This is an optimization exercise on Yosys and OpenROAD, whose aim is small area, a short achievable clock period and few clock cycles per item, not a production implementation. Power is estimated from default activity; no workload was simulated.

## run A
==> flow/design.v <==
`default_nettype none
module hmvf_tx (
    input  wire        clk,
    input  wire        rst,
    input  wire        cmd_valid,
    output wire        cmd_ready,
    input  wire [3:0]  cmd_op,
    input  wire [63:0] cmd_value,
    output wire        out_valid,
    input  wire        out_ready,
    output wire [7:0]  out_data,
    output wire        out_last
);
    localparam OP_VI   = 4'd0;
    localparam OP_BOOL = 4'd3;
    reg        rdy;         
    reg        a_valid;
    reg        a_last;      
    reg        a_var;       
    reg        a_vi;        
    reg [7:0]  a_sel;       
    reg [63:0] a;
    reg        o_valid, o_last;
    reg [7:0]  o_data;
    reg        s_valid, s_last;
    reg [7:0]  s_data;
    wire push = a_valid && !s_valid;
    wire ld   = !a_valid || (a_last && !s_valid);
    reg [7:0] a_byte;
    integer k;
    always @(*) begin
        a_byte = {8{a_sel[0]}} & {a_var ? !a_last : a[7], a[6:0]};
        for (k = 1; k < 8; k = k + 1)
            a_byte = a_byte | ({8{a_sel[k]}} & a[8*k +: 8]);
    end
    wire [63:0] a_shr    = {7'd0, a[63:39], a_vi ? 7'd0 : a[38:32], a[31:7]};
    wire        shr_last = (a[31:14] == 18'd0) && (a_vi || a[63:32] == 32'd0);
    wire in_vi    = (cmd_op == OP_VI);
    wire in_var   = (cmd_op[3:1] == 3'd0);
    wire in_bool  = (cmd_op == OP_BOOL);
    wire in_b16   = (cmd_op[3:1] == 3'd2);
    wire in_b32   = (cmd_op[3:1] == 3'd3);
    wire in_b64   = cmd_op[3];
    wire in_vlast = (cmd_value[31:7] == 25'd0) && (in_vi || cmd_value[63:32] == 32'd0);
    wire in_last  = in_var ? in_vlast : !(in_b16 || in_b32 || in_b64);
    wire s_valid_n = !out_ready && (s_valid || (a_valid && o_valid));
    wire a_last_n  = rdy ? in_last : (s_valid ? a_last : a_var ? shr_last : a_sel[1]);
    wire a_valid_n = rdy ? cmd_valid : 1'b1;
    wire rdy_n     = !a_valid_n || (a_last_n && !s_valid_n);
    wire o_free = !o_valid || out_ready;
    always @(posedge clk) begin
        if (rst) begin
            rdy     <= 1'b1;
            a_valid <= 1'b0;
            o_valid <= 1'b0;
            s_valid <= 1'b0;
        end else begin
            rdy     <= rdy_n;
            a_valid <= a_valid_n;
            s_valid <= s_valid_n;
            if (s_valid || push)
                o_valid <= 1'b1;
            else if (out_ready)
                o_valid <= 1'b0;
        end
        if (s_valid) begin
            if (out_ready) begin
                o_data <= s_data;
                o_last <= s_last;
            end
        end else if (push) begin
            if (o_free) begin
                o_data <= a_byte;
                o_last <= a_last;
            end else begin
                s_data <= a_byte;
                s_last <= a_last;
            end
        end
        a_last <= a_last_n;
        if (ld) begin
            a_var <= in_var;
            a_vi  <= in_vi;
            a_sel <= {in_b64, 3'd0, in_b32, 1'b0, in_b16, !(in_b16 || in_b32 || in_b64)};
            a     <= {cmd_value[63:8], cmd_value[7:1] & {7{!in_bool}}, cmd_value[0]};
        end else if (push) begin
            if (a_var)
                a <= a_shr;
            else
                a_sel <= {1'b0, a_sel[7:1]};
        end
    end
    assign cmd_ready = rdy;
    assign out_valid = o_valid;
    assign out_data  = o_data;
    assign out_last  = o_last;
endmodule
`default_nettype wire
`default_nettype none
module hmvf_rx (
    input  wire        clk,
    input  wire        rst,
    input  wire        cmd_valid,
    output wire        cmd_ready,
    input  wire [3:0]  cmd_op,
    input  wire        in_valid,
    output wire        in_ready,
    input  wire [7:0]  in_data,
    output wire        done,
    output wire [63:0] value,
    output wire        ovf,
    output wire [3:0]  cblen,
    output wire [79:0] cb
);
    localparam OP_VI   = 4'd0;
    localparam OP_VL   = 4'd1;
    localparam OP_BOOL = 4'd3;
    localparam OP_I16  = 4'd4;
    localparam OP_I32  = 4'd6;
    reg        cur_v, pend_v;
    reg        rdy;         
    reg        irdy;        
    reg [3:0]  cur_op, pend_op;
    reg        c_vi, c_var;   
    reg [9:0]  pos;         
    reg        lastb;       
    reg        wall;        
    reg        vi4;         
    reg        done_r;
    reg        ovf_r;
    reg [3:0]  cblen_r;
    reg [63:0] v;
    reg [37:0] ch;          
    reg [9:0]  cont;        
    integer kk;
    wire acc   = cmd_valid && !pend_v;
    wire take  = cur_v && in_valid;
    wire c_vl   = (cur_op == OP_VL);
    wire c_bool = (cur_op == OP_BOOL);
    wire c_sext = (cur_op == OP_I16) || (cur_op == OP_I32);
    wire c_b16  = (cur_op[3:1] == 3'd2);
    wire c_b32  = (cur_op[3:1] == 3'd3);
    wire c_b64  = cur_op[3];
    wire fin    = take && (lastb || (c_var && !in_data[7]));
    wire pend_n = cur_v && !fin && (pend_v || acc);
    wire [3:0] nx_op  = pend_v ? pend_op : cmd_op;
    wire       nx_one = (nx_op[3:1] == 3'd1);       
    wire lastb_sh = (c_vi && pos[3]) || (c_vl && pos[8]) || (c_b16 && pos[0]) ||
                    (c_b32 && pos[2]) || (c_b64 && pos[6]);
    wire       newc    = !cur_v || fin;
    wire [9:0] pos_n   = !take ? pos : fin ? 10'd1 : {pos[8:0], 1'b0};
    wire       c_var_n = newc ? (nx_op[3:1] == 3'd0) : c_var;
    wire       c_vi_n  = newc ? (nx_op == OP_VI) : c_vi;
    assign cmd_ready = rdy;
    assign in_ready  = irdy;
    wire [7:0] be_in = c_bool ? {7'd0, in_data[0]} : in_data;
    wire       fill  = c_sext && in_data[7];
    always @(posedge clk) begin
        if (rst) begin
            cur_v  <= 1'b0;
            pend_v <= 1'b0;
            rdy    <= 1'b1;
            irdy   <= 1'b0;
            pos    <= 10'd1;
            wall   <= 1'b1;
            vi4    <= 1'b0;
            done_r <= 1'b0;
        end else begin
            done_r <= fin;
            if (!cur_v || fin)
                cur_v <= pend_v || acc;
            pend_v <= pend_n;
            rdy    <= !pend_n;
            irdy   <= pend_v || acc || (cur_v && !fin);
            pos    <= pos_n;
            wall   <= pos_n[0] || !c_var_n;
            vi4    <= c_vi_n && pos_n[4];
        end
        c_vi  <= c_vi_n;
        c_var <= c_var_n;
        if (!cur_v || fin) begin
            cur_op <= nx_op;
            lastb  <= nx_one;
        end else if (take)
            lastb  <= lastb_sh;
        if (acc)
            pend_op <= cmd_op;
        cblen_r <= {pos[7] | pos[8] | pos[9],
                    pos[3] | pos[4] | pos[5] | pos[6],
                    pos[1] | pos[2] | pos[5] | pos[6] | pos[9],
                    pos[0] | pos[2] | pos[4] | pos[6] | pos[8]};
        ovf_r   <= c_var && in_data[7];
        for (kk = 0; kk < 10; kk = kk + 1)
            cont[kk] <= (pos >> (kk + 1)) != 10'd0 || (pos[kk] && in_data[7]);
    end
    genvar i;
    generate
        for (i = 0; i < 64; i = i + 1) begin : g_v
            localparam integer G = (i < 63) ? i / 7 : 9;     
            wire first_d = c_var ? ((i < 7) ? in_data[i] : 1'b0)
                                 : ((i < 8) ? be_in[i] : fill);
            wire var_d   = (c_vi && i >= 32) ? in_data[3] : in_data[i % 7];
            wire be_d    = (i < 8) ? in_data[i] : v[(i < 8) ? 0 : i - 8];
            wire wr      = wall || pos[G] || (i >= 32 && vi4);
            always @(posedge clk)
                if (take && wr)
                    v[i] <= pos[0] ? first_d : (c_var ? var_d : be_d);
        end
    endgenerate
    always @(posedge clk) begin
        if (take && (wall || pos[4]))
            ch[2:0] <= pos[0] ? 3'd0 : in_data[6:4];
    end
    genvar k;
    generate
        for (k = 5; k < 10; k = k + 1) begin : g_ch
            always @(posedge clk)
                if (take && (wall || pos[k]))
                    ch[7*k-32 +: 7] <= pos[0] ? 7'd0 : in_data[6:0];
        end
    endgenerate
    assign done  = done_r;
    assign ovf   = ovf_r;
    assign cblen = cblen_r;
    assign value = v;
    genvar g;
    generate
        for (g = 0; g < 4; g = g + 1) begin : g_cb
            assign cb[8*g +: 8] = {cont[g], v[7*g +: 7]};
        end
        for (g = 5; g < 10; g = g + 1) begin : g_cbh
            assign cb[8*g +: 8] = {cont[g], ch[7*g-32 +: 7]};
        end
    endgenerate
    assign cb[39:32] = {cont[4], ch[2:0], v[31:28]};
endmodule
`default_nettype wire
`default_nettype none
module hmvf_codec (
    input  wire        clk,
    input  wire        rst,
    input  wire        tx_cmd_valid,
    output wire        tx_cmd_ready,
    input  wire [3:0]  tx_cmd_op,
    input  wire [63:0] tx_cmd_value,
    output wire        tx_out_valid,
    input  wire        tx_out_ready,
    output wire [7:0]  tx_out_data,
    output wire        tx_out_last,
    input  wire        rx_cmd_valid,
    output wire        rx_cmd_ready,
    input  wire [3:0]  rx_cmd_op,
    input  wire        rx_in_valid,
    output wire        rx_in_ready,
    input  wire [7:0]  rx_in_data,
    output wire        rx_done,
    output wire [63:0] rx_value,
    output wire        rx_ovf,
    output wire [3:0]  rx_cblen,
    output wire [79:0] rx_cb
);
    hmvf_tx u_tx (
        .clk       (clk),
        .rst       (rst),
        .cmd_valid (tx_cmd_valid),
        .cmd_ready (tx_cmd_ready),
        .cmd_op    (tx_cmd_op),
        .cmd_value (tx_cmd_value),
        .out_valid (tx_out_valid),
        .out_ready (tx_out_ready),
        .out_data  (tx_out_data),
        .out_last  (tx_out_last)
    );
    hmvf_rx u_rx (
        .clk       (clk),
        .rst       (rst),
        .cmd_valid (rx_cmd_valid),
        .cmd_ready (rx_cmd_ready),
        .cmd_op    (rx_cmd_op),
        .in_valid  (rx_in_valid),
        .in_ready  (rx_in_ready),
        .in_data   (rx_in_data),
        .done      (rx_done),
        .value     (rx_value),
        .ovf       (rx_ovf),
        .cblen     (rx_cblen),
        .cb        (rx_cb)
    );
endmodule
`default_nettype wire
clock: 4.0 ns
lec_check: 0
cap_margin: 20
core_margin: 2
core_utilization: 70
cts_cluster_diameter: 80
cts_cluster_size: 24
setup_slack_margin: 1.95
slew_margin: 20
tns_end_percent: 100
standard.sh (not shown) runs the stock make flow with config.mk's settings and CLKGATE_MAP_FILE= SYNTH_SCRIPT=/design/flow/synth_recipe.tcl, a recipe that flattens the netlist after the stock synthesis.
==> flow/flow/run.sh <==
#!/bin/bash
# Standard ORFS layout, with the I/O port buffers made from the smallest
# buffer cell (timing repair upsizes the ones on critical paths).
set -euo pipefail
export BUFFER_PORTS_ARGS="-buffer_cell sky130_fd_sc_hd__buf_1"
bash standard.sh > standard.log 2>&1
Run A has completed all stages; timing, DRC and antenna checks passed.
--- input diff run A..run B ---
# run A
export LEC_CHECK = 0
export CAP_MARGIN = 20
export CORE_MARGIN = 2
export CORE_UTILIZATION = 70
export CTS_CLUSTER_DIAMETER = 80
export CTS_CLUSTER_SIZE = 24
export SETUP_SLACK_MARGIN = 1.95
export SLEW_MARGIN = 20
export TNS_END_PERCENT = 100
create_clock -name core_clock -period 4.0 [get_ports {clk}]
# run B
export LEC_CHECK = 0
export CAP_MARGIN = 20
export CORE_MARGIN = 2
export CORE_UTILIZATION = 80
export CTS_CLUSTER_DIAMETER = 80
export CTS_CLUSTER_SIZE = 24
export SETUP_SLACK_MARGIN = 1.95
export SLEW_MARGIN = 20
export TNS_END_PERCENT = 100
create_clock -name core_clock -period 4.0 [get_ports {clk}]
## What came out
- Status: placed instance area parity (run B, run A)
- Comparing run A and run B, the lower clock network fraction of total power is on run A.
- From run A to run B, instance count of the mapped netlist did not move at all.
- Going from run A to run B, the critical path depth was found to have gone up by 2.
- Post-layout worst setup margin: lower on run B
- Looking at worst supply voltage drop on vdd across both flows, run B is the weaker of the two, with run A ahead.
- The die of run B is smaller than the one used in run A.
- Against run A, run B comes in 23 higher on maximum fanout encountered on the critical timing path.
- Looking at first-iteration DRC count, run B sits above run A.
- Run B vs. run A: largest stage delay on the critical path went up by 0.15 ns.
No functional check of the RTL was part of any run of this note.

[afterwards: timing with drivers on the ports]
The results above use ideal ports. As a check the final layouts listed here were re-extracted and re-timed, cells and wires unchanged. Step 1, drivers: a clkbuf_16 drives clk and a buf_2 each remaining input, both assumed. Step 2 adds t to the input delays and takes it off the output delays; t is the mean of the earliest and latest rising clock arrival at the registers after step 1. Input paths then give back, and output paths get back, about the clock's delay inside the block. Slacks: ideal / step 1 / step 2; pairs: ideal / step 1.
run	t, ns	slack for setup (ns)	hold slack, ns	worst setup path at the end	worst register clock-pin slew, ns
run A	0.519	2.001 / 1.960 / 1.601	0.536 / 0.535 / 0.536	input to register	0.10 / 0.10
run B	0.518	1.890 / 1.893 / 1.375	0.545 / 0.524 / 0.556	input to register	0.11 / 0.11
After both steps setup and hold are still met in every run listed. The setup slack of run B, which loses most, moves by +0.003 ns with the drivers and by -0.515 ns with both steps.
